Source: an optimization exercise on an open RTL-to-GDS flow (aim: small area). Production flows keep margins and buffers that such runs may drop. The RTL was checked by simulation tests, not by an equivalence proof against the original design. Power figures rest on the tool's default switching activity, not on a simulated workload.

==> flow/design.v (excerpt) <==
module usbasp_seq (
    input  wire        clk,
    input  wire        rst,
    input  wire        req_valid,
    output wire        req_ready,
    input  wire [1:0]  req_kind,
    input  wire [63:0] req_data,
    input  wire [3:0]  req_len,
    output wire        rsp_valid,
    output reg  [2:0]  rsp_code,
    output reg  [3:0]  rsp_len,
    output wire [63:0] rsp_data,
    output wire        tgt_valid,
    input  wire        tgt_ready,
    output wire [4:0]  tgt_op,
    output wire [31:0] tgt_addr,
    output wire [63:0] tgt_wdata,
    output wire [3:0]  tgt_len,
    input  wire [63:0] tgt_rdata,
    input  wire        rx_evt,
    input  wire [7:0]  rx_byte,
    input  wire        tx_evt,
    output wire        line_tx_valid,
    output wire [7:0]  line_tx_data,
    output reg         chan_en,
    output reg         rx_irq_en,
    output reg         tx_irq_en,
    output reg  [15:0] cfg_baud,
    output reg  [5:0]  cfg_mode
);
clock: 8.0 ns
lec_check: 0
cap_margin: 20
core_margin: 2
core_utilization: 40
cts_buf_list: sky130_fd_sc_hd__clkbuf_16
cts_cluster_diameter: 150
cts_cluster_size: 26
place_density: 0.6
slew_margin: 20
standard.sh (not shown) runs the stock make flow with config.mk's settings and CLKGATE_MAP_FILE= SYNTH_SCRIPT=/design/flow/synth_recipe.tcl, a recipe that flattens the netlist after the stock synthesis.
==> flow/flow/run.sh <==
#!/bin/bash
# The standard layout (standard.sh) with three changes:
#  1. Synthesis maps the logic with an area-oriented ABC script (flow/abc.script)
#     in place of ORFS's abc_speed.script. The rest of synthesis is the standard
#     one (synth_recipe.tcl), so the registers are those of the standard synthesis.
#  2. The buffer put on every input and output port is the smallest buffer cell.
#  3. Clock tree synthesis gets the settings of config.mk (clkbuf_16, clusters of
#     26 sinks within 150 um) and inserts no dummy loads.
# Each step's output goes to a log of its own here (synth.log, standard.log) and
# ORFS's per-step logs under orfs/logs.
set -euo pipefail
here=$(pwd)
rm -rf "$here/scripts_abc"
cp -r "$FLOW_HOME/scripts" "$here/scripts_abc"
cp "$here/flow/abc.script" "$here/scripts_abc/abc_speed.script"
export BUFFER_PORTS_ARGS="-buffer_cell sky130_fd_sc_hd__buf_1"
export CTS_ARGS="-sink_clustering_enable -repair_clock_nets -buf_list sky130_fd_sc_hd__clkbuf_16 -sink_clustering_size 26 -sink_clustering_max_diameter 150 -dont_use_dummy_load"
SCRIPTS_DIR="$here/scripts_abc" bash standard.sh synth > synth.log 2>&1
bash standard.sh > standard.log 2>&1
==> flow/flow/abc.script <==
&get -n
&st
&deepsyn -T 60
&put
strash
ifraig
dc2
&get -n
&deepsyn -T 60
&dch -f
&nf -R 1000 -p -F 8 -A 4
&put
topo
dnsize -c
Edit:
--- a/flow/design.v
+++ b/flow/design.v
@@ -35,19 +35,19 @@
                      E_ISP_XFER = 5'd3, E_ISP_ENTERPROG = 5'd4, E_ISP_SETSCK = 5'd5,
                      E_ISP_RDFLASH = 5'd6, E_ISP_RDEEPROM = 5'd7,
                      E_ISP_WRFLASH_I = 5'd8, E_ISP_WRFLASH_P = 5'd9,
                      E_ISP_FLUSHPAGE = 5'd10, E_ISP_WREEPROM = 5'd11,
                      E_TPI_RECV = 5'd14, E_TPI_RDBLOCK = 5'd16, E_TPI_WRBLOCK = 5'd17,
                      X_TXFREE = 5'd18, X_CAPS = 5'd19, X_STREAM = 5'd20, X_FIRST = 5'd21;
     localparam [3:0] OP_IDLE = 4'b0000,
                      OP_RFLASH = 4'b1000, OP_REEPROM = 4'b1001, OP_RTPI = 4'b1010, OP_URX = 4'b1011,
                      OP_WFLASH = 4'b1100, OP_WEEPROM = 4'b1101, OP_WTPI = 4'b1110, OP_UTX = 4'b1111;
-    localparam [3:0] S_IDLE = 4'd7, S_DEC = 4'd9, S_EV = 4'd8, S_LOOP = 4'd2, S_CNT = 4'd5, S_ROT = 4'd14, S_AL0 = 4'd15, S_ALIGN = 4'd1, S_RESP = 4'd0;
+    localparam [3:0] S_IDLE = 4'd7, S_DEC = 4'd9, S_EV = 4'd8, S_LOOP = 4'd2, S_CNT = 4'd5, S_ROT = 4'd14, S_AL0 = 4'd15, S_ALIGN = 4'd1, S_RESP = 4'd0, S_CINC = 4'd3;
     reg  [3:0]  st;
     reg  [1:0]  kind_q;
     reg  [3:0]  n_q;
     reg  [63:0] b;
     reg  [4:0]  evop;
     reg  [3:0]  op;
     reg  [31:0] cursor;
     reg  [15:0] remaining;
     reg  [11:0] page_size;
@@ -88,21 +88,19 @@
     wire        rem_nz = (remaining != 16'd0);
     wire        more   = (idx != n_q) && rem_nz;
     assign req_ready = (st == S_IDLE);
     assign rsp_valid = (st == S_RESP);
     assign rsp_data  = b;
     assign tgt_valid = (st == S_EV);
     assign tgt_op    = evop;
     assign tgt_addr  = cursor;
     assign tgt_wdata = b;
-    wire        rem_lt_n = (remaining[15:4] == 12'd0) && (remaining[3:0] < n_q);
-    wire        k_nz     = (n_q != 4'd0) && rem_nz;
-    assign tgt_len   = rem_lt_n ? remaining[3:0] : n_q;
+    assign tgt_len   = idx;
     assign line_tx_valid = tx_evt && tx_irq_en && (txc != 4'd0);
     assign line_tx_data  = tq[txh];
     always @(*) begin
         case (kind_q)
             K_SETUP: rsp_code = (evop[4:1] == 4'b1010) ? R_MOREPKT : R_REPLY;
             K_FILL:  rsp_code = R_DATA;
             K_DRAIN: rsp_code = rem_nz ? R_MORE : R_DONE;
             default: rsp_code = R_NOTREADY;
         endcase
@@ -238,45 +236,51 @@
                                 8'd127: evop <= X_CAPS;
                                 default: ;
                             endcase
                         end
                         K_FILL: begin
                             if (op[3] && !op[2]) begin
                                 case (op[1:0])
                                     2'd0:    begin evop <= E_ISP_RDFLASH;  st <= S_LOOP; end
                                     2'd1:    begin evop <= E_ISP_RDEEPROM; st <= S_LOOP; end
-                                    2'd2:    begin evop <= E_TPI_RDBLOCK;  st <= k_nz ? S_EV : S_RESP; end
+                                    2'd2:    begin evop <= E_TPI_RDBLOCK;  st <= S_CNT;  end
                                     default: st <= S_ROT;
                                 endcase
                             end else begin
                                 kind_q <= K_NR; st <= S_RESP;
                             end
                         end
                         default: begin
                             if (op[3] && op[2]) begin
                                 case (op[1:0])
                                     2'd0:    begin evop <= paged ? E_ISP_WRFLASH_P : E_ISP_WRFLASH_I; st <= S_LOOP; end
                                     2'd1:    begin evop <= E_ISP_WREEPROM; st <= S_LOOP; end
-                                    2'd2:    begin evop <= E_TPI_WRBLOCK;  st <= k_nz ? S_EV : S_RESP; end
+                                    2'd2:    begin evop <= E_TPI_WRBLOCK;  st <= S_CNT;  end
                                     default: st <= S_ROT;
                                 endcase
                             end else begin
                                 kind_q <= K_NR; st <= S_RESP;
                             end
                         end
                     endcase
                 end
                 S_LOOP: st <= more ? S_EV : (urx ? S_AL0 : S_RESP);
                 S_CNT: begin
                     if (more) begin
                         idx       <= idx + 4'd1;
                         remaining <= rem_dec;
-                        cursor    <= cur_inc;
+                    end else
+                        st <= (idx == 4'd0) ? S_RESP : S_EV;
+                end
+                S_CINC: begin
+                    if (t != idx) begin
+                        cursor <= cur_inc;
+                        t      <= t + 4'd1;
                     end else
                         st <= S_RESP;
                 end
                 S_EV: if (tgt_ready) begin
                     case (evop)
                         E_ISP_XFER: begin
                             b   <= {shin, b[63:8]};
                             idx <= idx + 4'd1;
                             if (idx == 4'd3) st <= S_AL0;
@@ -308,21 +312,21 @@
                         E_ISP_FLUSHPAGE: begin
                             evop   <= paged ? E_ISP_WRFLASH_P : E_ISP_WRFLASH_I;
                             b      <= {shin, b[63:8]};
                             idx    <= idx + 4'd1;
                             cursor <= cur_inc;
                             st     <= S_LOOP;
                         end
                         E_TPI_RDBLOCK: begin
                             b  <= tgt_rdata;
-                            st <= S_CNT;
+                            st <= S_CINC;
                         end
-                        E_TPI_WRBLOCK: st <= S_CNT;
+                        E_TPI_WRBLOCK: st <= S_CINC;
                         default: st <= S_AL0;
                     endcase
                 end
                 S_ROT: begin
                     t <= t + 4'd1;
                     if (rx_pop) begin
                         b         <= {shin, b[63:8]};
                         rxc       <= rxc - 4'd1;
                         idx       <= idx + 4'd1;
Result:
- The changed run finished clean
- design area came out lower by about 0.54%
- global-route usage came out higher by 1.2 points
- clock skew stays flat
- worst setup slack got worse by 0.040 ns
- register-to-register slack got worse by 0.04 ns
- final cell count came out lower by 2.2%
- combinational power stays flat
- core utilization hardly moves
- die area came out lower by 0.59%
- sequential share of layout area came out higher by 0.32 points
- non-clock buffer count came out higher by 5
- sequential power came out higher by about 3%

== the baseline ==
Another version of the RTL of usbasp_seq (not shown whole).
For scale: ~1,400 cells after synthesis, roughly 440 flip-flops, roughly 0.019 mm^2 of cells after synthesis.
==> flow/config.mk <==
export PLATFORM = sky130hd
export DESIGN_NAME = usbasp_seq
export DESIGN_NICKNAME = usbasp_seq
export VERILOG_FILES = /design/flow/design.v
export SDC_FILE = /design/flow/constraint.sdc
export NUM_CORES = 4
export LEC_CHECK = 0
export CAP_MARGIN = 20
export CORE_MARGIN = 2
export CORE_UTILIZATION = 40
export CTS_BUF_LIST = sky130_fd_sc_hd__clkbuf_16
export CTS_CLUSTER_DIAMETER = 150
export CTS_CLUSTER_SIZE = 20
export PLACE_DENSITY = 0.6
export SLEW_MARGIN = 20
==> flow/constraint.sdc <==
create_clock -name core_clock -period 8.0 [get_ports {clk}]
set_input_delay 1.6000 -clock core_clock [delete_from_list [all_inputs] [get_ports {clk}]]
set_output_delay 1.6000 -clock core_clock [all_outputs]
set_load 0.01 [all_outputs]
==> flow/flow/run.sh <==
#!/bin/bash
# The standard layout (standard.sh) with three changes:
#  1. Synthesis maps the logic with an area-oriented ABC script (flow/abc.script)
#     in place of ORFS's abc_speed.script. The rest of synthesis is the standard
#     one (synth_recipe.tcl), so the registers are those of the standard synthesis.
#  2. The buffer put on every input and output port is the smallest buffer cell.
#  3. Clock tree synthesis gets the settings of config.mk (clkbuf_16, clusters of
#     20 sinks within 150 um) and inserts no dummy loads.
# Each step's output goes to a log of its own here (synth.log, standard.log) and
# ORFS's per-step logs under orfs/logs.
set -euo pipefail
here=$(pwd)
rm -rf "$here/scripts_abc"
cp -r "$FLOW_HOME/scripts" "$here/scripts_abc"
cp "$here/flow/abc.script" "$here/scripts_abc/abc_speed.script"
export BUFFER_PORTS_ARGS="-buffer_cell sky130_fd_sc_hd__buf_1"
export CTS_ARGS="-sink_clustering_enable -repair_clock_nets -buf_list sky130_fd_sc_hd__clkbuf_16 -sink_clustering_size 20 -sink_clustering_max_diameter 150 -dont_use_dummy_load"
SCRIPTS_DIR="$here/scripts_abc" bash standard.sh synth > synth.log 2>&1
bash standard.sh > standard.log 2>&1
==> flow/flow/abc.script <==
&get -n
&st
&deepsyn -T 120
&dch -f
&nf -R 1000 -p -F 8 -A 4
&st
&syn2
&dch -f
&nf -R 1000 -p -F 8 -A 4
&put
topo
dnsize -c
The baseline: PASS, flow complete, no timing, DRC or antenna violations
> inputs changed (the baseline -> the candidate)
-- flow/design.v --
<<< the baseline, line 60
    reg  [7:0]  tq [0:14];
    reg  [3:0]  rxc, txc;
    function [31:0] inc32(input [31:0] a);
        integer j;
>>> the candidate, line 60
    reg  [7:0]  tq [0:14];
    reg  [3:0]  rxc, txc;
    reg  [3:0]  txh;
    function [31:0] inc32(input [31:0] a);
        integer j;
<<< the baseline, line 98
    assign tgt_len   = rem_lt_n ? remaining[3:0] : n_q;
    assign line_tx_valid = tx_evt && tx_irq_en && (txc != 4'd0);
    assign line_tx_data  = tq[14];
    always @(*) begin
        case (kind_q)
>>> the candidate, line 99
    assign tgt_len   = rem_lt_n ? remaining[3:0] : n_q;
    assign line_tx_valid = tx_evt && tx_irq_en && (txc != 4'd0);
    assign line_tx_data  = tq[txh];
    always @(*) begin
        case (kind_q)
<<< the baseline, line 123
    wire        urx = (kind_q == K_FILL);
    wire        rx_pop  = (st == S_ROT) && urx && (t >= ~rxc) && more;
    wire        tx_push = (st == S_ROT) && !urx && (t >= txc) && more;
    wire        rx_in   = rx_evt && rx_irq_en && (rxc != 4'd15);
    wire        tx_out  = tx_evt && tx_irq_en && (txc != 4'd0);
    wire        rx_shift = rx_in || (st == S_ROT);
    wire        tx_shift = tx_out || (st == S_ROT);
    reg  [7:0]  shin;
    always @(*) begin
>>> the candidate, line 124
    wire        urx = (kind_q == K_FILL);
    wire        rx_pop  = (st == S_ROT) && urx && (t >= ~rxc) && more;
    wire        tx_push = (st == S_ROT) && !urx && more && (txc != 4'd15) &&
                          (txc == 4'd0 || txh == txc - 4'd1);
    wire        rx_in   = rx_evt && rx_irq_en && (rxc != 4'd15);
    wire        tx_out  = tx_evt && tx_irq_en && (txc != 4'd0);
    wire        rx_shift = rx_in || (st == S_ROT && urx);
    reg  [7:0]  shin;
    always @(*) begin
<<< the baseline, line 147
            for (i = 1; i < 15; i = i + 1) rq[i] <= rq[i-1];
        end
        if (tx_shift) begin
            tq[0] <= tx_push ? b[7:0] : tq[14];
            for (i = 1; i < 15; i = i + 1) tq[i] <= tq[i-1];
        end
    end
    always @(posedge clk) begin
>>> the candidate, line 148
            for (i = 1; i < 15; i = i + 1) rq[i] <= rq[i-1];
        end
        tq[0] <= tx_push ? b[7:0] : tq[14];
        for (i = 1; i < 15; i = i + 1) tq[i] <= tq[i-1];
        if (tx_push && txc == 4'd0)
            txh <= 4'd0;
        else if (!tx_out)
            txh <= (txh == 4'd14) ? 4'd0 : txh + 4'd1;
    end
    always @(posedge clk) begin
<<< the baseline, line 333
                        tx_irq_en <= 1'b1;
                    end
                    if (t == 4'd14) st <= urx ? S_AL0 : S_RESP;
                end
                S_AL0: begin
>>> the candidate, line 336
                        tx_irq_en <= 1'b1;
                    end
                    if (urx ? (t == 4'd14) : !(more && txc != 4'd15)) st <= urx ? S_AL0 : S_RESP;
                end
                S_AL0: begin
==> summary.txt <==
The candidate reached the final stage; the timing, DRC and antenna checks on its layout passed.
Compared with the baseline, in the candidate routed wire length went down, global-route usage decreased 0.33 points, synthesized area saw a decrease, count of cell types in the netlist went up 2, data arrival time at the worst-slack endpoint has remained practically unchanged.
Looking only at maximum operating frequency, and setting everything else aside, the lower value of the baseline and the candidate goes to the candidate.
Going from the baseline to the candidate, first-iteration DRC count closely matched the old numbers; combined flip-flop and latch cell area now smaller; post-layout minimum cycle time now larger; final area lower; final setup violation count essentially unchanged.

[separate check: timing with driven ports]
The flow's constraints put no driver on any port. The routed layouts listed below were extracted and timed again, unchanged, in two steps. Step 1 sets driving cells, clkbuf_16 on the clock port and buf_2 on the other inputs (assumed; they add their load-dependent delay and slew). Step 2 adds t to the input delays and takes it off the output delays; t is the mean of the earliest and latest rising clock arrival at the registers after step 1. Input paths then give back, and output paths get back, about the clock's delay inside the block. a / b / c = ideal ports / drivers / drivers and shift; a / b = the first two.
run | shift t [ns] | slack for setup (ns) | worst setup path after step 2 | worst slew at a driven data input, ns
the first run of note 1 | 0.572 | 1.591 / 1.591 / 1.591 | register to register | 0.10
the second run of note 1 | 0.580 | 1.551 / 1.551 / 1.551 | register to register | 0.07
the baseline | 0.603 | 1.637 / 1.637 / 1.637 | register to register | 0.09
the candidate | 0.605 | 1.598 / 1.598 / 1.598 | register to register | 0.10
After both steps setup and hold are still met in every run listed.
